This design comes from an exercise in tuning for small area on the open sky130 flow, not from production work. In this exercise RTL edits were held to simulation tests only and were not proved equivalent to the original. Power figures rest on the tool's default switching activity, not on a simulated workload.

**flow/flow/run.sh**
```bash
#!/bin/bash
# Own layout flow: the standard synthesis, its combinational logic re-mapped for area
# (registers untouched), then the standard ORFS flow with 1x port buffers and a lighter
# clock tree. Each tool's output goes to a log file of its own in this folder.
set -euo pipefail
W=$(pwd)
R=$W/orfs/results/$FLOW_PLATFORM/speden_display/base
# 1. standard synthesis, netlist only
bash standard.sh $R/1_2_yosys.v > $W/log_1_synth.txt 2>&1
cp $R/1_2_yosys.v $W/netlist_standard.v
# 2. area re-mapping of the gates between the registers, with a few ABC seeds in
#    parallel; the smallest netlist is kept
SEEDS="1 2 3 4"
for s in $SEEDS; do
  mkdir -p $W/remap_s$s
  sed "s/SEED/$s/g" flow/area.abc > $W/remap_s$s/area.abc
  ( cd $W/remap_s$s && bash $W/flow/remap.sh $W/netlist_standard.v $W/remap_s$s/netlist.v $W/remap_s$s/area.abc > $W/log_2_remap_s$s.txt 2>&1 ) &
done
wait
best=""; besta=""
for s in $SEEDS; do
  a=$(grep "Chip area for module" $W/log_2_remap_s$s.txt | tail -n 1 | awk '{print $NF}' || true)
  [[ -n "$a" && -f $W/remap_s$s/netlist.v ]] || continue
  if [[ -z "$besta" ]] || awk -v a="$a" -v b="$besta" 'BEGIN{exit !(a<b)}'; then best=$s; besta=$a; fi
done
echo "remap seeds: best $best area $besta" > $W/log_2_remap_pick.txt
if [[ -n "$best" ]]; then
  cp $W/remap_s$best/netlist.v $W/netlist_remap.v
else
  cp $W/netlist_standard.v $W/netlist_remap.v
fi
cp $W/netlist_remap.v $R/1_2_yosys.v
touch $R/1_2_yosys.v
# 3. the rest of the standard flow
bash standard.sh \
  "BUFFER_PORTS_ARGS=-buffer_cell sky130_fd_sc_hd__buf_1" \
  "CTS_ARGS=$(cat flow/cts_args.txt)" \
  finish > $W/log_3_layout.txt 2>&1
test -f $W/out/final.def
```
**flow/flow/area.abc**
```
strash
&get -n
&deepsyn -T 60 -S SEED
&put
strash
&get -n
&dch -f
&nf -R 1000
&put
strash
&get -n
&deepsyn -T 60 -S SEED
&put
strash
&get -n
&dch -f
&nf -R 1000
&put
```
**flow/flow/cts_args.txt**
```
-sink_clustering_enable -repair_clock_nets -dont_use_dummy_load -sink_clustering_size 16 -sink_clustering_max_diameter 50 -buf_list {sky130_fd_sc_hd__clkbuf_8}
```
**flow/flow/remap.sh**
```bash
#!/bin/bash
# remap.sh IN.v OUT.v ABC_SCRIPT
# Re-maps the combinational logic of the standard synthesis netlist for area with ABC.
# Every register instance keeps its name and cell type; only the gates between them change.
set -euo pipefail
LIB=$FLOW_HOME/platforms/sky130hd/lib/sky130_fd_sc_hd__tt_025C_1v80.lib
IN=$1; OUT=$2; ABCS=$3
DU=""
for c in $(sed -n '/^export DONT_USE_CELLS/,/^$/p' $FLOW_HOME/platforms/sky130hd/config.mk | tr -d '\\' | grep -o 'sky130_fd_sc_hd__[A-Za-z0-9_]*'); do
  DU="$DU -dont_use $c"
done
cat > remap.ys <<EOT
read_liberty -ignore_miss_func $LIB
read_verilog $IN
hierarchy -top $FLOW_TOP
setattr -mod -set keep_hierarchy 1 sky130_fd_sc_hd__df* sky130_fd_sc_hd__edf* sky130_fd_sc_hd__sdf* sky130_fd_sc_hd__sedf* sky130_fd_sc_hd__dl* sky130_fd_sc_hd__conb_1
flatten
opt_clean -purge
stat -liberty $LIB
abc -liberty $LIB $DU -script $ABCS
opt_clean -purge
hilomap -singleton -hicell sky130_fd_sc_hd__conb_1 HI -locell sky130_fd_sc_hd__conb_1 LO
splitnets
opt_clean -purge
insbuf -buf sky130_fd_sc_hd__buf_4 A X
rename -hide w:*.*
select $FLOW_TOP
stat -liberty $LIB
write_verilog -noattr -nohex -nodec -selected $OUT
EOT
Y=$FLOW_HOME/../tools/install/yosys/bin/yosys
[[ -x $Y ]] || Y=yosys
$Y -s remap.ys
```
**flow/standard.sh**
```bash
#!/bin/bash
# synth_recipe.tcl (not shown) runs the flow's synth.tcl, then flattens the netlist and writes it again
# the make line also repeats each setting of config.mk as NAME=value (left out here)
make -C /OpenROAD-flow-scripts/flow DESIGN_CONFIG=/design/flow/config.mk WORK_HOME=/design/flow/orfs CLKGATE_MAP_FILE= SYNTH_SCRIPT=/design/flow/synth_recipe.tcl "${@:-finish}"
```
**flow/config.mk**
```make
export PLATFORM = sky130hd
export DESIGN_NAME = speden_display
export DESIGN_NICKNAME = speden_display
export VERILOG_FILES = /design/flow/design.v
export SDC_FILE = /design/flow/constraint.sdc
export NUM_CORES = 4
export LEC_CHECK = 0
export CAP_MARGIN = 20
export CORE_MARGIN = 2
export CORE_UTILIZATION = 70
export SLEW_MARGIN = 20
```
**flow/constraint.sdc**
```tcl
create_clock -name core_clock -period 15.0 [get_ports {clk}]
set_input_delay 3.0000 -clock core_clock [delete_from_list [all_inputs] [get_ports {clk}]]
set_output_delay 3.0000 -clock core_clock [all_outputs]
set_load 0.01 [all_outputs]
```
**flow/design.v**
```verilog
module speden_display (
  input  wire        clk,
  input  wire        rst,
  input  wire        cmd_valid,
  output wire        cmd_ready,
  input  wire [2:0]  cmd,
  input  wire [15:0] score,
  input  wire        high_score,
  output reg  [5:0]  src_addr,
  input  wire [7:0]  src_data,
  output wire        done,
  output wire [1:0]  status,
  output reg         ovf,
  output reg         irq_hold,
  output wire        sdi,
  output wire        sck,
  output wire        rck,
  output wire        clr,
  output wire        oe
);
  localparam [3:0] S_IDLE = 4'b1101, S_DOK = 4'b1100, S_DNI = 4'b1110,
                   S_DBAD = 4'b1111,
                   S_LAT  = 4'd0, S_DD  = 4'd1, S_ENC  = 4'd2, S_ENQ = 4'd3,
                   S_REF  = 4'd4, S_PF  = 4'd5, S_ENC3 = 4'd6, S_PM  = 4'd7;
  reg [3:0]   state;
  reg         initd;
  reg         armed;
  reg [111:0] mr;
  reg [3:0]   mph;
  reg [4:0]   prog;         
  reg [4:0]   rem;          
  reg         scr;
  reg [19:0]  qr;
  reg [4:0]   qp;
  reg [4:0]   nq;           
  reg         ip;
  reg [15:0]  dg;           
  reg [2:0]   sc;
  reg [2:0]   kc;           
  reg [6:0]   dat;          
  reg [3:0]   r;
  reg [1:0]   pe;           
  wire ready  = state[3] & state[2];
  wire ok     = initd || (cmd == 3'd0);
  assign cmd_ready = ready;
  assign done      = ready & (state[1] | ~state[0]);
  assign status    = state[1:0];
  assign clr       = initd;
  assign oe        = ~initd;
  assign sck       = (state == S_REF) && mph[0] && (r[2:1] != 2'b00);
  assign rck       = (state == S_LAT);
  function [7:0] seg_lut(input [3:0] d);
    case (d)
      4'd0: seg_lut = 8'hFC;
      4'd1: seg_lut = 8'h60;
      4'd2: seg_lut = 8'hDA;
      4'd3: seg_lut = 8'hF2;
      4'd4: seg_lut = 8'h66;
      4'd5: seg_lut = 8'hB6;
      4'd6: seg_lut = 8'hBE;
      4'd7: seg_lut = 8'hE0;
      4'd8: seg_lut = 8'hFE;
      4'd9: seg_lut = 8'hF6;
      default: seg_lut = 8'h00;
    endcase
  endfunction
  wire [2:0] b = mph[3:1] | {3{state != S_REF}};
  wire z0 = (dg[15:12] == 4'd0);
  wire z1 = z0 && (dg[11:8] == 4'd0);
  wire z2 = z1 && (dg[7:4] == 4'd0);
  wire en = irq_hold && (pe == 2'd1);
  wire [7:0] ctrl = {kc == 3'd7, kc == 3'd3, kc == 3'd3, kc == 3'd2 || kc == 3'd3,
                     kc == 3'd2, kc == 3'd1, kc[2] && kc != 3'd5, en};
  reg [3:0] dsel;
  reg       dblank;
  reg       bit_o;
  wire [7:0] datw = {1'b0, dat};
  wire [7:0] segw = seg_lut(dsel);
  always @(*) begin
    case (r[2:0])
      3'd4:    begin dsel = dg[3:0];   dblank = 1'b0; end
      3'd5:    begin dsel = dg[7:4];   dblank = z2;   end
      3'd6:    begin dsel = dg[11:8];  dblank = z1;   end
      default: begin dsel = dg[15:12]; dblank = z0;   end
    endcase
    case (r[2:0])
      3'd2:    bit_o = datw[b];
      3'd3:    bit_o = ctrl[b];
      default: bit_o = segw[b] && !dblank;
    endcase
  end
  assign sdi = initd && bit_o;
  function [3:0] adj(input [3:0] d);
    adj = (d >= 4'd5) ? d + 4'd3 : d;
  endfunction
  wire [3:0] a0 = adj(dg[15:12]);
  wire [3:0] a1 = adj(dg[11:8]);
  wire [3:0] a2 = adj(dg[7:4]);
  wire [3:0] a3 = adj(dg[3:0]);
  wire        dd_last = src_addr[5] && ({src_addr[4:0], sc, r} == 12'd0);
  wire [15:0] dd_next = {a0[2:0], a1, a2, a3, src_addr[5]};
  wire [3:0]  s_hi    = score[15:12];
  wire        s_hi10  = (s_hi >= 4'd10);
  wire [4:0]  s_hibcd = {s_hi10, s_hi10 ? s_hi - 4'd10 : s_hi};
  wire [6:0] mtap   = mr[111:105];
  wire       mvalid = !prog[4] && (rem != 5'd0);
  wire       is_e   = !mtap[6] && !mtap[5] && mtap[0];
  wire [6:0] mlow   = {7{mvalid}} & {mtap[6] | is_e, mtap[5] | is_e, mtap[4:0]};
  wire       mtop   = (mvalid && is_e) ||
                      (scr && !prog[0] && (prog <= 5'd24));
  wire       stay   = (kc[2:1] == 2'b11) && (rem[4:1] != 4'd0);
  wire       aligned   = (mph == rem[3:0]);
  wire       printable = !src_data[7] && (src_data[6] || src_data[5]);
  wire       s_zero    = (src_data == 8'h00);
  wire       s_c3      = (src_data == 8'hC3);
  wire       s_a4      = (src_data == 8'hA4);
  wire       s_b6      = (src_data == 8'hB6);
  wire       enc_end   = (rem == 5'd26 || s_zero);
  wire       mwr       = aligned && !rem[4] &&
                         ((state == S_ENC3) || ((state == S_ENC) && !(enc_end || s_c3)));
  wire [6:0] mcode     = (state == S_ENC3) ? {3'b000, s_b6, s_b6, s_b6, s_a4 | s_b6}
                            : (printable ? src_data[6:0] : 7'd0);
  wire qfull  = (nq == 5'd20);
  wire qempty = (nq == 5'd0);
  wire qwr    = (state == S_ENQ) && !qfull && (qp == nq);
  wire qdeq   = (state == S_LAT) && irq_hold && (pe == 2'd2) && !stay;
  always @(posedge clk) begin
    mr <= {mr[104:0], mwr ? mcode : mtap};
    qr <= {qr[18:0], qwr ? !pe[1] : qr[19]};
    if (rst) begin
      mph <= 4'd0;
      qp  <= 5'd0;
    end else begin
      mph <= mph + 4'd1;
      qp <= (qp == 5'd19 && !qdeq) ? 5'd0 : qp + {4'd0, !qdeq};
    end
  end
  wire acc_ok   = ready && cmd_valid && ok;
  wire msg_acc  = acc_ok && (cmd == 3'd2);
  wire init_acc = acc_ok && (cmd == 3'd0);
  wire wnc_done = (state == S_LAT) && irq_hold && (pe == 2'd2) && (kc[2:1] == 2'b11);
  wire rem_inc  = aligned && (((state == S_ENC) && !enc_end && !s_c3) || (state == S_ENC3));
  wire rem_dec  = wnc_done && (rem != 5'd0);
  wire poll_acc  = acc_ok && (cmd == 3'd5);
  wire arm_set   = init_acc || (qwr && (pe == 2'd3 || (!pe[1] && qempty)));
  wire arm_clr   = (state == S_PF) && !ip && qempty;
  wire ip_clr    = qdeq && (kc[1:0] == 2'd3);
  always @(posedge clk) begin
    initd    <= !rst && (initd || init_acc);
    ovf      <= !rst && !init_acc && (ovf || ((state == S_ENQ) && qfull));
    irq_hold <= !rst && ((ready && poll_acc) || (!ready && irq_hold));
    armed    <= arm_set || (armed && !arm_clr);
    ip       <= init_acc || (ip && !ip_clr);
    scr      <= (msg_acc && high_score) || (!msg_acc && scr);
  end
  wire score_acc = acc_ok && (cmd == 3'd1);
  wire dd_shift  = (state == S_DD) && !dd_last;
  wire ref_inc   = (state == S_REF) && (mph == 4'd15);
  wire src_inc   = aligned && (((state == S_ENC) && !enc_end) ||
                               ((state == S_ENC3) && (s_a4 || s_b6)));
  wire pe_inc    = ((state == S_ENQ) && (qfull || qp == nq)) ||
                   ((state == S_LAT) && irq_hold);
  always @(posedge clk) begin
    src_addr <= ready    ? (msg_acc ? 6'd0 : score[11:6]) :
                dd_shift ? {src_addr[4:0], sc[2]} : src_addr + {5'd0, src_inc};
    r[3]     <= score_acc ? score[2] : dd_shift && r[2];
    r[2:0]   <= init_acc  ? 3'd0 : score_acc ? {score[1:0], 1'b1} :
                dd_shift  ? {r[1:0], 1'b0} : r[2:0] + {2'd0, ref_inc};
    pe       <= (ready || state == S_PF) ? 2'd0 : (state == S_ENC) ? 2'd1 :
                pe + {1'b0, pe_inc};
  end
  always @(posedge clk) begin
    prog <= msg_acc  ? 5'd0 : prog + {4'd0, wnc_done};
    rem  <= msg_acc  ? 5'd0 : rem + {{4{rem_dec}}, rem_inc | rem_dec};
    nq   <= init_acc ? 5'd4 : nq + {{4{qdeq}}, qwr | qdeq};
  end
  always @(posedge clk) begin
    sc <= ready ? score[5:3] : {sc[1:0], r[3]};
  end
  always @(posedge clk) begin
    if (rst) begin
      state    <= S_IDLE;
    end else begin
      case (state)
        S_IDLE, S_DOK, S_DNI, S_DBAD: begin
          state    <= S_IDLE;
          if (cmd_valid) begin
            state <= !ok ? S_DNI : (cmd[2:1] == 2'b11) ? S_DBAD : S_DOK;
            if (ok) begin
              case (cmd)
                3'd0: begin
                  dg    <= 16'h000F;
                  kc    <= 3'd5;
                  dat   <= 7'd0;
                end
                3'd1: begin
                  dg    <= {11'd0, s_hibcd};
                  state <= S_DD;
                end
                3'd2: begin
                  state    <= S_ENC;
                end
                3'd3: begin
                  state <= S_ENQ;
                end
                3'd4: begin
                  dg    <= 16'h000F;
                  state <= S_REF;
                end
                3'd5: begin
                  if (armed) state <= S_PF;
                end
                default: ;
              endcase
            end
          end
        end
        S_DD: begin
          if (dd_last) begin
            state <= S_REF;
          end else begin
            dg       <= dd_next;
          end
        end
        S_REF: begin
          if (mph == 4'd15 && r[2:0] == 3'd7) state <= S_LAT;
        end
        S_LAT: begin
          if (!irq_hold) begin
            state <= S_DOK;
          end else if (pe == 2'd2) begin
            if (kc[2:1] == 2'b11) begin
            end
            if (!stay) begin
            end
            state <= S_DOK;
          end else begin
            state <= S_REF;
          end
        end
        S_ENC: begin
          if (aligned) begin
            if (enc_end)   state <= S_ENQ;
            else if (s_c3) state <= S_ENC3;
          end
        end
        S_ENC3: begin
          if (aligned) begin
            state <= S_ENC;
          end
        end
        S_ENQ: begin
          if ((qfull || qp == nq) && (pe == 2'd0 || pe == 2'd3)) state <= S_DOK;
        end
        S_PF: begin
          if (ip) begin
            kc    <= {1'b0, (kc == 3'd5) ? 2'd0 : kc[1:0] + 2'd1};
            state <= S_REF;
          end else if (qempty) begin
            state <= S_DOK;
          end else if (qp == 5'd0) begin
            if (qr[19])   begin kc <= 3'd0; state <= S_REF; end
            else if (kc == 3'd0) begin kc <= 3'd4; state <= S_REF; end
            else          state <= S_PM;
          end
        end
        S_PM: begin
          if (mph == prog[3:0]) begin
            dat   <= mlow;
            kc    <= mtop ? 3'd7 : 3'd6;
            state <= S_REF;
          end
        end
        default: state <= S_IDLE;
      endcase
    end
  end
endmodule
```
==> results of run 1 <==
-- worst paths after layout --
check	start	end
setup / recovery	state[2]$_SDFFE_PP1P_	sdi
hold / removal	mr[50]$_DFF_P_	mr[57]$_DFF_P_
setup reg to reg	state[1]$_SDFFE_PP0P_	src_addr[5]$_DFF_P_
hold reg to reg	mr[50]$_DFF_P_	mr[57]$_DFF_P_
-- routing by layer --
layer	vias to the layer above	wire, um	track usage
met2	196	6830	0.456
met4	0	418	0.0907
met1	2390	6040	0.344
li1	2469	-	-
met3	45	801	0.0384
met5	-	0	0
-- report_power, final --
part           total, uW  switching [uW]  internal (uW)
logic               83.2            46.9           36.3
clock network        269             161            108
registers            611            31.5            579
total                963             239            724
-- final cells by class --
| type | instances | area [um2] | share of cell area |
|---|---|---|---|
| Clock buffer | 18 | 248 | 0.0330 |
| Inverter | 18 | 67.6 | 0.00899 |
| Multi-Input combinational cell | 430 | 2430 | 0.323 |
| Sequential cell | 207 | 4410 | 0.587 |
| Tap cell | 133 | 166 | 0.0221 |
| Timing Repair Buffer | 49 | 191 | 0.0255 |
-- cell usage in the layout (no fill, tap or decap), types with 4 or more instances in the layout --
cell and count:
and3_1 13, a22o_1 6, o211ai_1 5, nand2b_1 11
buf_1 47, clkinv_1 18, nand3_1 17, edfxtp_1 27
a22oi_1 8, nand2_1 65, xor2_1 16, nor2b_1 14
nor3_1 25, o31ai_1 5, a211oi_1 8, a221oi_1 4
a21oi_1 45, xnor2_1 14, and2_0 8, nor2_1 64
o21a_1 5, a31oi_1 6, nor4_1 7, o21ai_0 44
dfxtp_1 180, clkbuf_8 18
-- metrics by stage --
| stage | worst slack, ns | util |
|---|---|---|
| after floorplan | 9.63 | - |
| after global placement | 9.10 | 0.747 |
| after CTS | 8.82 | 0.773 |
| after global routing | 8.57 | 0.773 |
| final | 8.76 | 0.773 |
| after detailed placement | 8.97 | 0.747 |
-- flip-flops by register name, indices dropped and copies added (netlist names), named ones only --
| name | cells |
|---|---|
| r | 4 |
| armed | 1 |
| ip | 1 |
| pe | 2 |
| mph | 4 |
| qr | 20 |
| ovf | 1 |
| mr | 112 |
| dg | 16 |
| state | 4 |
| initd | 1 |
| sc | 3 |
| nq | 5 |
| qp | 5 |
| irq_hold | 1 |
| dat | 7 |
| kc | 3 |
| rem | 5 |
| prog | 5 |
| src_addr | 6 |
-- critical path: stages, from the launching register on --
cell	delay (ns)
dfxtp_1	0.50
nor2b_1	0.32
nand2_1	0.17
or2_0	0.34
a21oi_1	0.36
o21ai_0	0.14
a211oi_1	0.27
a21oi_1	0.06
o21ai_0	0.18
nand2_1	0.07
a21oi_1	0.18
buf_1	0.18
==> flow_summary.ini, run 1 <==
[outcome]
status = complete, no violations

[sta]
clock.fmax_mhz = 160
finClkSkew_ns = 0.0445
period_minus_slack_ns = 6.24
fin_crit_sh = 0.416
hold_ws_ns = 0.316
grt_setup_unrepaired = false
hold_viol_final = 0
setup_viol = 0
tightest_slew_ns = 1.02
relSlewSlack = 0.317
maxSlewViolCount = 0
finalSetupTns_ns = 0

[place]
gp_congestion = 0.915
dp_hpwl_mm = 9.98
dp.cells = 837
placed_cell_area_um2 = 7270
port_buffers = 47

[clock_network]
cts.sinks = 207
cts_resized = 0
cts-buffers-inserted = 18
cts.path.max_buffers = 3
postCtsHoldBufs = 0
cts_root_buf = clkbuf_8
post_cts_buffers = 0
clkLatencyLatePin_ns = 0.50
clk_transition_reported_paths_ns = 0.10
cts_tree = built
htreeDepth = 1

[synth]
yosysWarnings = 1
syn_avg_cell_area_um2 = 10.5
syn_nets = 694
postSynthCellCount = 663
syn_area_um2 = 6970

[pwr]
ir_drop_v = 0.000120
power_density_nw_per_um2 = 128
p_leak_uw = 0.00276
p_total_uw = 963

[run]
cap_violations = 0

[floorplanning]
die_area_um2 = 10800
ios = 48
dieWidth_um = 104
rows = 36
core-area_um2 = 9730
start_util = 0.716
fp.dieH_um = 104

[cells_and_area]
nFillCells = 665
fin_cells = 855
drive_gt1_frac = 0.0291
diodes = 0
final_nets = 755
syn2layout_area_growth_pct = 7.92
stdcell_area_um2 = 7520

[grt]
grt_first_pass_wirelength_mm = 23.4
grt_pass1_vias = 4878
antenna_found_initial = 0
grt_max_degree = 19
overflow = 0
grt_util_all_layers = 0.264

[drt]
drt-initial-drc-count = 438
dr_total_vias = 5100
ant_nets = 0
viasPerCell = 5.96
routedWlPerCell_um = 16.5
drt-pass1-iter-count = 6
drcViolationCount = 0
wl_mm = 14.1

[hold_path]
whs_path_depth = 0
hold_path.class = flop to flop

[setup_path]
worstRegToRegCells = 12
cp.required_ns = 12.00
critPathKind = flop to output pin
critPathArrivalTime_ns = 3.24
reg2reg_slack_ns = 11.73
worstSetupEndpointType = output pin
critPathMaxFanout = 8
cp-start-kind = flop
==> run 2, diff against run 1 <==
--- a/flow/design.v
+++ b/flow/design.v
@@ -109,7 +109,7 @@
   wire       mtop   = (mvalid && is_e) ||
                       (scr && !prog[0] && (prog <= 5'd24));
   wire       stay   = (kc[2:1] == 2'b11) && (rem[4:1] != 4'd0);
-  wire       aligned   = (mph == rem[3:0]);
+  wire       aligned   = (mph == ((state == S_PM) ? prog[3:0] : rem[3:0]));
   wire       printable = !src_data[7] && (src_data[6] || src_data[5]);
   wire       s_zero    = (src_data == 8'h00);
   wire       s_c3      = (src_data == 8'hC3);
@@ -169,6 +169,27 @@
     pe       <= (ready || state == S_PF) ? 2'd0 : (state == S_ENC) ? 2'd1 :
                 pe + {1'b0, pe_inc};
   end
+  wire clrseg_acc = acc_ok && (cmd == 3'd4);
+  wire dg_blank   = init_acc || clrseg_acc;
+  wire dg_hold    = !(dg_blank || score_acc || dd_shift);
+  wire pf_go      = (state == S_PF) && !ip && !qempty && (qp == 5'd0);
+  wire kc_pre     = (state == S_PF) && ip;
+  wire kc_clr     = pf_go && qr[19];
+  wire kc_home    = pf_go && !qr[19] && (kc == 3'd0);
+  wire pm_go      = (state == S_PM) && aligned;
+  wire kc_hold    = !(init_acc || kc_pre || kc_clr || kc_home || pm_go);
+  always @(posedge clk) begin
+    dg  <= ({16{dg_blank}}  & 16'h000F) |
+           ({16{score_acc}} & {11'd0, s_hibcd}) |
+           ({16{dd_shift}}  & dd_next) |
+           ({16{dg_hold}}   & dg);
+    dat <= ({7{pm_go}} & mlow) | ({7{!(pm_go || init_acc)}} & dat);
+    kc  <= ({3{init_acc}} & 3'd5) |
+           ({3{kc_pre}}   & {1'b0, (kc == 3'd5) ? 2'd0 : kc[1:0] + 2'd1}) |
+           ({3{kc_home}}  & 3'd4) |
+           ({3{pm_go}}    & (mtop ? 3'd7 : 3'd6)) |
+           ({3{kc_hold}}  & kc);
+  end
   always @(posedge clk) begin
     prog <= msg_acc  ? 5'd0 : prog + {4'd0, wnc_done};
     rem  <= msg_acc  ? 5'd0 : rem + {{4{rem_dec}}, rem_inc | rem_dec};
@@ -189,12 +210,8 @@
             if (ok) begin
               case (cmd)
                 3'd0: begin
-                  dg    <= 16'h000F;
-                  kc    <= 3'd5;
-                  dat   <= 7'd0;
                 end
                 3'd1: begin
-                  dg    <= {11'd0, s_hibcd};
                   state <= S_DD;
                 end
                 3'd2: begin
@@ -204,7 +221,6 @@
                   state <= S_ENQ;
                 end
                 3'd4: begin
-                  dg    <= 16'h000F;
                   state <= S_REF;
                 end
                 3'd5: begin
@@ -219,7 +235,6 @@
           if (dd_last) begin
             state <= S_REF;
           end else begin
-            dg       <= dd_next;
           end
         end
         S_REF: begin
@@ -254,20 +269,17 @@
         end
         S_PF: begin
           if (ip) begin
-            kc    <= {1'b0, (kc == 3'd5) ? 2'd0 : kc[1:0] + 2'd1};
             state <= S_REF;
           end else if (qempty) begin
             state <= S_DOK;
           end else if (qp == 5'd0) begin
-            if (qr[19])   begin kc <= 3'd0; state <= S_REF; end
-            else if (kc == 3'd0) begin kc <= 3'd4; state <= S_REF; end
+            if (qr[19])   state <= S_REF;
+            else if (kc == 3'd0) state <= S_REF;
             else          state <= S_PM;
           end
         end
         S_PM: begin
-          if (mph == prog[3:0]) begin
-            dat   <= mlow;
-            kc    <= mtop ? 3'd7 : 3'd6;
+          if (aligned) begin
             state <= S_REF;
           end
         end
==> run 2 against run 1 <==
Clock skew increased by 0.050 ns. Wire length increased by 3.8%. Clock power about the same. Critical path depth increased by 1. Combinational power grew 42%. Critical path type unchanged. Largest cell class unchanged.
==> flow_summary.ini, run 2 <==
[outcome]
status = complete, no violations

[drt]
dr_total_vias = 5160
routedWlPerCell_um = 16.9
viasPerCell = 5.96
drt-initial-drc-count = 389
wl_mm = 14.6
ant_nets = 0
drt-pass1-iter-count = 5
drcViolationCount = 0

[synth]
yosysWarnings = 1
syn_avg_cell_area_um2 = 10.2
syn_area_um2 = 6860
postSynthCellCount = 674
syn_nets = 705

[cells_and_area]
diodes = 0
largest_reg_flops = 112
syn2layout_area_growth_pct = 8.12
nFillCells = 682
mostFrequentLayoutCells = 206 x dfxtp_1, 56 x nand2_1, 55 x nor2_1
regMostFlops = mr
reg_top3 = mr x112, qr x20, dg x16
final_nets = 766
multi_input_area_um2 = 2590
seqCellArea_um2 = 4150
drive_gt1_frac = 0.0300
layout_commonest_cell = dfxtp_1
fin_cells = 866

[place]
gp_congestion = 0.958
port_buffers = 47
dp_hpwl_mm = 10.5
dp.cells = 848

[setup_path]
critPathKind = flop to output pin
cp-start-kind = flop
worstRegToRegCells = 11
cp.required_ns = 12.00
critPathArrivalTime_ns = 3.09
critPathMaxFanout = 14
worstSetupEndpointType = output pin

[pwr]
p_leak_uw = 0.00277
p_total_uw = 1010
ir_drop_v = 0.000114
power_density_nw_per_um2 = 136

[grt]
grt_first_pass_wirelength_mm = 22.5
grt_pass1_vias = 4776
grt_util_all_layers = 0.269
grt_max_degree = 18
overflow = 0
antenna_found_initial = 0

[sta]
finClkSkew_ns = 0.0948
grt_setup_unrepaired = false
finalSetupTns_ns = 0
relSlewSlack = 0.333
hold_ws_ns = 0.304
maxSlewViolCount = 0
tightest_slew_ns = 0.992
fin_crit_sh = 0.406
hold_viol_final = 0
clock.fmax_mhz = 164
setup_viol = 0
period_minus_slack_ns = 6.09

[floorplanning]
die_area_um2 = 10600
ios = 48
start_util = 0.711
core-area_um2 = 9640
rows = 36
dieWidth_um = 103
fp.dieH_um = 103

[clock_network]
post_cts_buffers = 0
cts-buffers-inserted = 18
postCtsHoldBufs = 0
cts.sinks = 207
clk_transition_reported_paths_ns = 0.09
cts_tree = built
htreeDepth = 1
cts_resized = 0
cts_root_buf = clkbuf_8
clkLatencyLatePin_ns = 0.52
cts.path.max_buffers = 3

[hold_path]
whs_path_depth = 0
hold_path.class = flop to flop

[run]
cap_violations = 0
[run 2: changes by cell type in the layout (fill, tap and decap cells not counted), sizes merged, moves of 5 or more]
cell / previous run / this run
o22ai: 2 / 7
nand2: 65 / 56
edfxtp: 27 / 1
dfxtp: 180 / 206
o21ai: 44 / 54
mux2i: 1 / 7
xnor2: 14 / 9
a211oi: 8 / 3
and3: 13 / 8
a21o: 1 / 7
nor2: 64 / 55
[run 2: routing by layer]
layer,up-vias,global-route usage,part of all wire,routed length (um)
met2,205,0.452,0.47,6900
met3,35,0.0495,0.069,1010
li1,2531,-,-,-
met1,2389,0.356,0.43,6360
met5,-,0,0,0
met4,0,0.0820,0.024,350
[run 2: path summary, 6_finish.rpt]
| check | start | end | slack, ns |
|---|---|---|---|
| worst min register to register | mr[30]$_DFF_P_ | mr[37]$_DFF_P_ | 0.30 |
| worst min-delay path | mr[30]$_DFF_P_ | mr[37]$_DFF_P_ | 0.30 |
| worst max register to register | state[1]$_SDFFE_PP0P_ | kc[0]$_DFF_P_ | 10.91 |
| worst max-delay path | r[0]$_SDFF_PP0_ | sdi | 8.91 |
[run 2: power by group]
group | internal (uW) | switching [uW]
registers | 577 | 44.0
clock network | 108 | 159
logic | 51.7 | 66.5
total | 736 | 270
[run 2: layout make-up]
| class | count | area share |
|---|---|---|
| clock buffer | 18 | 0.0334 |
| inverter | 16 | 0.00810 |
| multi-input combinational | 443 | 0.350 |
| sequential | 207 | 0.560 |
| tap | 133 | 0.0224 |
| timing repair buffer | 49 | 0.0258 |
[run 2: through the flow]
| step | setup WS, ns | utilization | cell area (um2) |
|---|---|---|---|
| detailed placement | 9.19 | 0.744 | 7170 |
| finish | 8.91 | 0.769 | 7410 |
| CTS | 8.96 | 0.769 | 7410 |
| floorplan | 9.81 | - | 6860 |
| global placement | 9.47 | 0.743 | 7160 |
| global route | 8.61 | 0.769 | 7410 |
[run 2: critical path: stages (launching register included)]
cell      delay, ns
dfxtp_1        0.60
a21boi_0       0.27
o221ai_1       0.36
o21ai_0        0.18
or2_0          0.25
a21oi_1        0.18
a21o_1         0.12
o21ai_0        0.08
a31oi_1        0.17
nor2_1         0.06
a31oi_1        0.21
nor2_1         0.06
buf_1          0.13
==> run 3, diff against run 2 <==
--- a/flow/flow/run.sh
+++ b/flow/flow/run.sh
@@ -10,13 +10,15 @@
 cp $R/1_2_yosys.v $W/netlist_standard.v
 # 2. area re-mapping of the gates between the registers, with a few ABC seeds in
 #    parallel; the smallest netlist is kept
-SEEDS="1 2 3 4"
-for s in $SEEDS; do
-  mkdir -p $W/remap_s$s
-  sed "s/SEED/$s/g" flow/area.abc > $W/remap_s$s/area.abc
-  ( cd $W/remap_s$s && bash $W/flow/remap.sh $W/netlist_standard.v $W/remap_s$s/netlist.v $W/remap_s$s/area.abc > $W/log_2_remap_s$s.txt 2>&1 ) &
+SEEDS="1 2 3 4 5 6 7 8"
+for batch in "1 2 3 4" "5 6 7 8"; do
+  for s in $batch; do
+    mkdir -p $W/remap_s$s
+    sed "s/SEED/$s/g" flow/area.abc > $W/remap_s$s/area.abc
+    ( cd $W/remap_s$s && bash $W/flow/remap.sh $W/netlist_standard.v $W/remap_s$s/netlist.v $W/remap_s$s/area.abc > $W/log_2_remap_s$s.txt 2>&1 ) &
+  done
+  wait
 done
-wait
 best=""; besta=""
 for s in $SEEDS; do
   a=$(grep "Chip area for module" $W/log_2_remap_s$s.txt | tail -n 1 | awk '{print $NF}' || true)
==> run 3 against run 2 <==
Sequential cell count did not move. Wire length did not move. Clock skew did not move. Final area did not move. Combinational power barely moved. First-iteration DRC count did not move. Critical path type unchanged.
==> flow_summary.ini, run 3 <==
[pwr]
switchingPower_uw = 270
power_frac_clock = 0.265
pwr-share-comb = 0.117
ir_drop_v = 0.000114
p_total_uw = 1010
power_density_nw_per_um2 = 136
switching_share = 0.268
p_int_uw = 736
pwr-share-seq = 0.617
p_leak_uw = 0.00277

[setup_path]
worstSetupEndpointType = output pin
r2r_start = state[1]$_SDFFE_PP0P_
cp-start-kind = flop
critPathMaxFanout = 14
critPathKind = flop to output pin
reg2reg_to = kc[0]$_DFF_P_
crit_slowest_cell = dfxtp_1
cp.required_ns = 12.00
reg2reg_slack_ns = 10.91
crit_chain = a21boi_0 -> o221ai_1 -> o21ai_0 -> or2_0 -> a21oi_1 -> a21o_1 -> o21ai_0 -> a31oi_1 -> nor2_1 -> a31oi_1 -> nor2_1 -> buf_1
critPathArrivalTime_ns = 3.09
cpPeakStageDelay_ns = 0.60
worstRegToRegCells = 11
startpoint = r[0]$_SDFF_PP0_
critPathCapture = sdi

[grt]
grt_pass1_vias = 4776
grt_util_all_layers = 0.269
grt_first_pass_wirelength_mm = 22.5
overflow = 0
antenna_found_initial = 0
grt_max_degree = 18

[sta]
finalSetupTns_ns = 0
hold_ws_ns = 0.304
maxSlewViolCount = 0
fin_crit_sh = 0.406
setup_viol = 0
hold_viol_final = 0
finClkSkew_ns = 0.0948
grt_setup_unrepaired = false
period_minus_slack_ns = 6.09
clock.fmax_mhz = 164
tightest_slew_ns = 0.992
relSlewSlack = 0.333

[cells_and_area]
reg_top3 = mr x112, qr x20, dg x16
largest_reg_flops = 112
mostFrequentLayoutCells = 206 x dfxtp_1, 56 x nand2_1, 55 x nor2_1
syn2layout_area_growth_pct = 8.12
drive_gt1_frac = 0.0300
diodes = 0
final_nets = 766
layout_commonest_cell = dfxtp_1
regMostFlops = mr

[floorplanning]
fp.dieH_um = 103
start_util = 0.711
ios = 48
rows = 36
core-area_um2 = 9640
die_area_um2 = 10600
dieWidth_um = 103

[clock_network]
postCtsHoldBufs = 0
cts-buffers-inserted = 18
htreeDepth = 1
clk_transition_reported_paths_ns = 0.09
post_cts_buffers = 0
cts_resized = 0
cts.sinks = 207
cts_root_buf = clkbuf_8
cts_tree = built
cts.path.max_buffers = 3
clkLatencyLatePin_ns = 0.52

[hold_path]
hold_path.class = flop to flop
worstHoldStart = mr[30]$_DFF_P_

[run]
cap_violations = 0

[place]
gp_congestion = 0.958
dp_hpwl_mm = 10.5
port_buffers = 47

[outcome]
status = complete, no violations

[drt]
wl_mm = 14.6
ant_nets = 0
viasPerCell = 5.96
routedWlPerCell_um = 16.9
drcViolationCount = 0
dr_total_vias = 5160
drt-pass1-iter-count = 5
drt-initial-drc-count = 389

[synth]
yosysWarnings = 1
syn_avg_cell_area_um2 = 10.2
syn_nets = 705
postSynthCellCount = 674
syn_area_um2 = 6860
[run 3: final cells by class]
class	count	area [um2]
tap	133	166
inverter	16	60.1
sequential	207	4150
clock buffer	18	248
multi-input combinational	443	2590
timing repair buffer	49	191
fill	682	2220
[run 3: routing by layer]
| layer | vias up | wire length, um | track usage |
|---|---|---|---|
| met1 | 2389 | 6360 | 0.356 |
| met3 | 35 | 1010 | 0.0495 |
| met4 | 0 | 350 | 0.0820 |
| met2 | 205 | 6900 | 0.452 |
| met5 | - | 0 | 0 |
| li1 | 2531 | - | - |
[run 3: how the worst min path moves through the flow]
stage                      endpoint  slack [ns]  depth (start not counted)
global placement      qr[4]$_DFF_P_        0.31                          0
detailed placement   mr[35]$_DFF_P_        0.31                          0
floorplan           mr[100]$_DFF_P_        0.31                          0
finish               mr[37]$_DFF_P_        0.30                          0
global route        mr[104]$_DFF_P_        0.29                          0
CTS                 mr[104]$_DFF_P_        0.30                          0
[run 3: power by group through the flow]
stage	registers, uW	clock network [uW]	logic (uW)
6_report	621	267	118
5_1_grt	625	289	131
4_1_cts	619	271	116
3_5_place_dp	632	0	115
3_3_place_gp	630	0	109
2_1_floorplan	619	0	92.1
[run 3: stage by stage]
step	cell area, um2	cells	worst slack [ns]	util
final	7410	866	8.91	0.769
after global routing	7410	866	8.61	0.769
after detailed placement	7170	848	9.19	0.744
after floorplan	6860	674	9.81	-
after CTS	7410	866	8.96	0.769
after global placement	7160	848	9.47	0.743
[run 3: critical path: cells and delay by family, from the launching register on]
family | cells | cell delay, ns
DFF | 1 | 0.60
and+or+nand+nor | 3 | 0.37
buffers and inverters | 1 | 0.13
AOI/OAI and AO/OA | 8 | 1.57
==> run 4, diff against run 3 <==
--- a/flow/flow/run.sh
+++ b/flow/flow/run.sh
@@ -10,8 +10,8 @@
 cp $R/1_2_yosys.v $W/netlist_standard.v
 # 2. area re-mapping of the gates between the registers, with a few ABC seeds in
 #    parallel; the smallest netlist is kept
-SEEDS="1 2 3 4 5 6 7 8"
-for batch in "1 2 3 4" "5 6 7 8"; do
+SEEDS="1 2 3 4"
+for batch in "1 2 3 4"; do
   for s in $batch; do
     mkdir -p $W/remap_s$s
     sed "s/SEED/$s/g" flow/area.abc > $W/remap_s$s/area.abc
--- a/flow/config.mk
+++ b/flow/config.mk
@@ -7,5 +7,5 @@
 export LEC_CHECK = 0
 export CAP_MARGIN = 20
 export CORE_MARGIN = 2
-export CORE_UTILIZATION = 70
+export CORE_UTILIZATION = 60
 export SLEW_MARGIN = 20
==> run 4 against run 3 <==
Core utilization is 11 points lower. Global-route usage down 3.9 points. Still clean on timing, DRC and antenna. Wire length shrank 3.9%. Hold slack got worse by 0.0075 ns. Clock-buffer cell count unchanged. Sequential share of layout area fell by 0.14 points. Critical endpoint unchanged. Synthesized cell count stayed put. Register-to-register slack gained 0.25 ns.
==> flow_summary.ini, run 4 <==
[floorplanning]
die_area_um2 = 12300
core-area_um2 = 11300
start_util = 0.608
rows = 39
dieWidth_um = 111
ios = 48
fp.dieH_um = 111

[cells_and_area]
fin_cells = 876
syn2layout_area_growth_pct = 8.39
largest_reg_flops = 112
final_nets = 766
drive_gt1_frac = 0.0314
regMostFlops = mr
mostFrequentLayoutCells = 206 x dfxtp_1, 56 x nand2_1, 55 x nor2_1
reg_top3 = mr x112, qr x20, dg x16
layout_commonest_cell = dfxtp_1
diodes = 0

[sta]
maxSlewViolCount = 0
grt_setup_unrepaired = false
finalSetupTns_ns = 0
finClkSkew_ns = 0.0811
relSlewSlack = 0.454
hold_ws_ns = 0.297
clock.fmax_mhz = 163
tightest_slew_ns = 0.819
hold_viol_final = 0
setup_viol = 0
fin_crit_sh = 0.410
period_minus_slack_ns = 6.15

[drt]
drcViolationCount = 0
dr_total_vias = 5127
drt-pass1-iter-count = 6
routedWlPerCell_um = 16.0
drt-initial-drc-count = 428
viasPerCell = 5.85
ant_nets = 0
wl_mm = 14.1

[clock_network]
post_cts_buffers = 0
cts_resized = 0
cts.path.max_buffers = 3
clkLatencyLatePin_ns = 0.52
postCtsHoldBufs = 0
cts_root_buf = clkbuf_8
cts-buffers-inserted = 18
clk_transition_reported_paths_ns = 0.09
cts_tree = built
cts.sinks = 207
htreeDepth = 1

[setup_path]
critPathMaxFanout = 14
worstSetupEndpointType = output pin
critPathArrivalTime_ns = 3.15
critPathKind = flop to output pin
cp-start-kind = flop
cp.required_ns = 12.00

[grt]
overflow = 0
grt_util_all_layers = 0.230
antenna_found_initial = 0
grt_pass1_vias = 4848
grt_max_degree = 18
grt_first_pass_wirelength_mm = 23.5

[place]
dp.cells = 858
dp_hpwl_mm = 9.89
gp_congestion = 0.918
port_buffers = 47

[pwr]
p_leak_uw = 0.00277
p_total_uw = 1010
ir_drop_v = 0.000121
power_density_nw_per_um2 = 135

[synth]
syn_avg_cell_area_um2 = 10.2
postSynthCellCount = 674
yosysWarnings = 1
syn_nets = 705
syn_area_um2 = 6860

[run]
cap_violations = 0

[outcome]
status = complete, no violations

[hold_path]
hold_path.class = flop to flop
==> run 4: through the flow <==
stage	area (um2)	setup WS (ns)	utilization
after CTS	7430	8.91	0.659
after floorplan	6860	9.81	-
final	7430	8.85	0.659
after global placement	7170	9.45	0.636
after detailed placement	7180	9.30	0.637
after global routing	7430	8.55	0.659
==> run 4: worst max-delay path, stage by stage, from the launching register on <==
cell and delay, ns:
dfxtp_1 0.58, a21boi_0 0.27, o221ai_1 0.38, o21ai_0 0.19, or2_0 0.27, a21oi_1 0.18, a21o_1 0.13, nand3_1 0.08
o21ai_0 0.10, a31oi_1 0.10, nor2_1 0.11, a31oi_1 0.06, nor2_1 0.10, buf_1 0.15
==> run 4: final cells by class <==
| cell class | count | area [um2] |
|---|---|---|
| tap | 143 | 179 |
| inverter | 16 | 60.1 |
| timing repair buffer | 49 | 191 |
| clock buffer | 18 | 248 |
| sequential | 207 | 4150 |
| multi-input combinational | 443 | 2600 |
| fill | 905 | 3840 |
==> run 4: worst paths after layout <==
check	slack, ns	end	depth (start not counted)	start
hold reg to reg	0.30	qr[7]$_DFF_P_	0	qr[6]$_DFF_P_
hold / removal	0.30	qr[7]$_DFF_P_	0	qr[6]$_DFF_P_
setup / recovery	8.85	sdi	13	r[0]$_SDFF_PP0_
setup reg to reg	11.16	kc[0]$_DFF_P_	11	state[1]$_SDFFE_PP0P_
==> run 4: routing by layer <==
layer / vias to the layer above / global-route usage / share of wire
met2: 139 / 0.364 / 0.45
met4: 0 / 0.0725 / 0.025
li1: 2538 / - / -
met3: 33 / 0.0372 / 0.058
met1: 2417 / 0.325 / 0.47
met5: - / 0 / 0
==> run 4: where the power goes <==
group	leakage [uW]	total (uW)	switching [uW]	internal [uW]
Combinational	0.000964	118	65.7	51.9
Clock	0.000129	268	160	108
Sequential	0.00168	620	43.5	577
Total	0.00277	1010	269	736
==> run 5, diff against run 4 <==
==> flow/flow/cts_args.txt (replaced) <==
-sink_clustering_enable -repair_clock_nets -dont_use_dummy_load -sink_clustering_size 16 -sink_clustering_max_diameter 50 -buf_list {sky130_fd_sc_hd__clkbuf_8} -root_buf sky130_fd_sc_hd__clkbuf_4
--- a/flow/config.mk
+++ b/flow/config.mk
@@ -7,5 +7,5 @@
 export LEC_CHECK = 0
 export CAP_MARGIN = 20
 export CORE_MARGIN = 2
-export CORE_UTILIZATION = 60
+export CORE_UTILIZATION = 70
 export SLEW_MARGIN = 20
==> run 5 against run 4 <==
Sequential cell count is the same. Via count is 1.9% higher. Fmax shrank 0.49%. Highest routed layer unchanged. Wire length up 4.6%. Still clean. Critical path type unchanged. Area after synthesis unchanged. Sequential power about the same. Hold slack got worse by 0.025 ns. Clock-buffer cell count unchanged. Cell count decreased by 1.1%. Synthesized cell count did not move.
==> flow_summary.ini, run 5 <==
[sta]
setup_viol = 0
clock.fmax_mhz = 162
hold_ws_ns = 0.272
maxSlewViolCount = 0
finalSetupTns_ns = 0
tightest_slew_ns = 0.970
grt_setup_unrepaired = false
fin_crit_sh = 0.412
hold_viol_final = 0
period_minus_slack_ns = 6.18
finClkSkew_ns = 0.130
relSlewSlack = 0.348

[floorplanning]
start_util = 0.711
rows = 36
fp.dieH_um = 103
die_area_um2 = 10600
core-area_um2 = 9640
ios = 48
dieWidth_um = 103

[clock_network]
cts_tree = built
clkLatencyLatePin_ns = 0.63
cts.sinks = 207
post_cts_buffers = 0
cts-buffers-inserted = 18
cts_root_buf = clkbuf_4
cts.path.max_buffers = 3
clk_transition_reported_paths_ns = 0.09
postCtsHoldBufs = 0
cts_resized = 0
htreeDepth = 1

[synth]
syn_area_um2 = 6860
syn_avg_cell_area_um2 = 10.2
postSynthCellCount = 674
yosysWarnings = 1
syn_nets = 705

[cells_and_area]
drive_gt1_frac = 0.0300
diodes = 0
nFillCells = 681
mostFrequentLayoutCells = 206 x dfxtp_1, 56 x nand2_1, 55 x nor2_1
regMostFlops = mr
layout_commonest_cell = dfxtp_1
final_nets = 766
largest_reg_flops = 112
reg_top3 = mr x112, qr x20, dg x16
syn2layout_area_growth_pct = 7.85

[grt]
grt_pass1_vias = 4773
grt_max_degree = 18
grt_first_pass_wirelength_mm = 22.5
antenna_found_initial = 0
grt_util_all_layers = 0.269
overflow = 0

[place]
port_buffers = 47
dp_hpwl_mm = 10.5
gp_congestion = 0.958

[setup_path]
worstSetupEndpointType = output pin
cp.required_ns = 12.00
reg2reg_slack_ns = 10.94
critPathArrivalTime_ns = 3.18
r2r_start = state[2]$_SDFFE_PP1P_
critPathMaxFanout = 14
reg2reg_to = state[1]$_SDFFE_PP0P_
critPathKind = flop to output pin
worstRegToRegCells = 13
cp-start-kind = flop

[pwr]
p_leak_uw = 0.00276
ir_drop_v = 0.000114
power_density_nw_per_um2 = 135

[drt]
wl_mm = 14.7
drt-initial-drc-count = 364
viasPerCell = 6.03
ant_nets = 0
dr_total_vias = 5224
drcViolationCount = 0
drt-pass1-iter-count = 5
routedWlPerCell_um = 17.0

[run]
cap_violations = 0

[hold_path]
worstHoldStart = mr[97]$_DFF_P_
hold_end = mr[104]$_DFF_P_
whs_path_depth = 0
hold_path.class = flop to flop

[outcome]
status = complete, no violations
run 5: area by class of cell:
class	instances	area, um2	share of cell area
Sequential cell	207	4150	0.562
Multi-Input combinational cell	443	2590	0.351
Clock buffer	18	229	0.0310
Timing Repair Buffer	49	191	0.0259
Tap cell	133	166	0.0225
Inverter	16	60.1	0.00812
run 5: critical path: stages, from the launching register on:
cell and delay (ns):
dfxtp_1 0.60, a21boi_0 0.27, o221ai_1 0.36, o21ai_0 0.18, or2_0 0.25, a21oi_1 0.19, a21o_1 0.12, o21ai_0 0.08
a31oi_1 0.17, nor2_1 0.06, a31oi_1 0.22, nor2_1 0.06, buf_1 0.13
run 5: where the power goes:
group          switching (uW)  internal [uW]  total, uW
sequential               44.4            577        621
clock                     159           97.9        257
combinational            67.1           51.7        119
run 5: worst max-delay path by stage:
stage                            end  slack [ns]            start
2_1_floorplan  state[1]$_SDFFE_PP0P_        9.81           cmd[2]
3_3_place_gp   state[1]$_SDFFE_PP0P_        9.47           cmd[0]
3_5_place_dp   state[1]$_SDFFE_PP0P_        9.19           cmd[0]
4_1_cts                          sdi        8.88  r[0]$_SDFF_PP0_
5_1_grt                          sdi        8.54  r[0]$_SDFF_PP0_
6_report                         sdi        8.82  r[0]$_SDFF_PP0_
run 5: metal layers:
metal / routed length [um] / track usage / vias up
li1: - / - / 2530
met1: 6320 / 0.356 / 2407
met2: 6890 / 0.452 / 236
met3: 1060 / 0.0495 / 51
met4: 427 / 0.0789 / 0
met5: 0 / 0 / -
run 5: metrics by stage:
stage	total power, uW	util	worst slack (ns)	cells	cell area (um2)
2_1_floorplan	711	-	9.81	674	6860
3_3_place_gp	739	0.743	9.47	848	7160
3_5_place_dp	747	0.744	9.19	848	7170
4_1_cts	996	0.767	8.88	866	7400
5_1_grt	1030	0.767	8.54	866	7400
6_report	997	0.767	8.82	866	7400

-- re-timing with driven ports --
The flow's constraints put no driver on any port. The routed layouts listed below were extracted and timed again, unchanged, in two steps. Step 1 sets driving cells, clkbuf_16 on the clock port and buf_2 on the other inputs (assumed; they add their load-dependent delay and slew). Step 2 adds t to the input delays and takes it off the output delays; t is the mean of the earliest and latest rising clock arrival at the registers after step 1. Input paths then give back, and output paths get back, about the clock's delay inside the block. a / b / c = ideal ports / drivers / drivers and shift; a / b = the first two.
run	t (ns)	setup slack, ns	worst hold slack (ns)	worst setup path at the end	worst data-port slew with drivers (ns)
run 1	0.508	8.763 / 8.729 / 8.909	0.316 / 0.316 / 0.316	input to register	0.03
run 2	0.506	8.907 / 8.873 / 9.032	0.304 / 0.304 / 0.304	input to register	0.04
run 3	0.506	8.907 / 8.873 / 9.032	0.304 / 0.304 / 0.304	input to register	0.04
run 4	0.513	8.853 / 8.817 / 9.187	0.297 / 0.297 / 0.297	input to register	0.04
run 5	0.597	8.823 / 8.791 / 9.005	0.272 / 0.272 / 0.272	input to register	0.04
After both steps setup and hold are still met in every run listed.
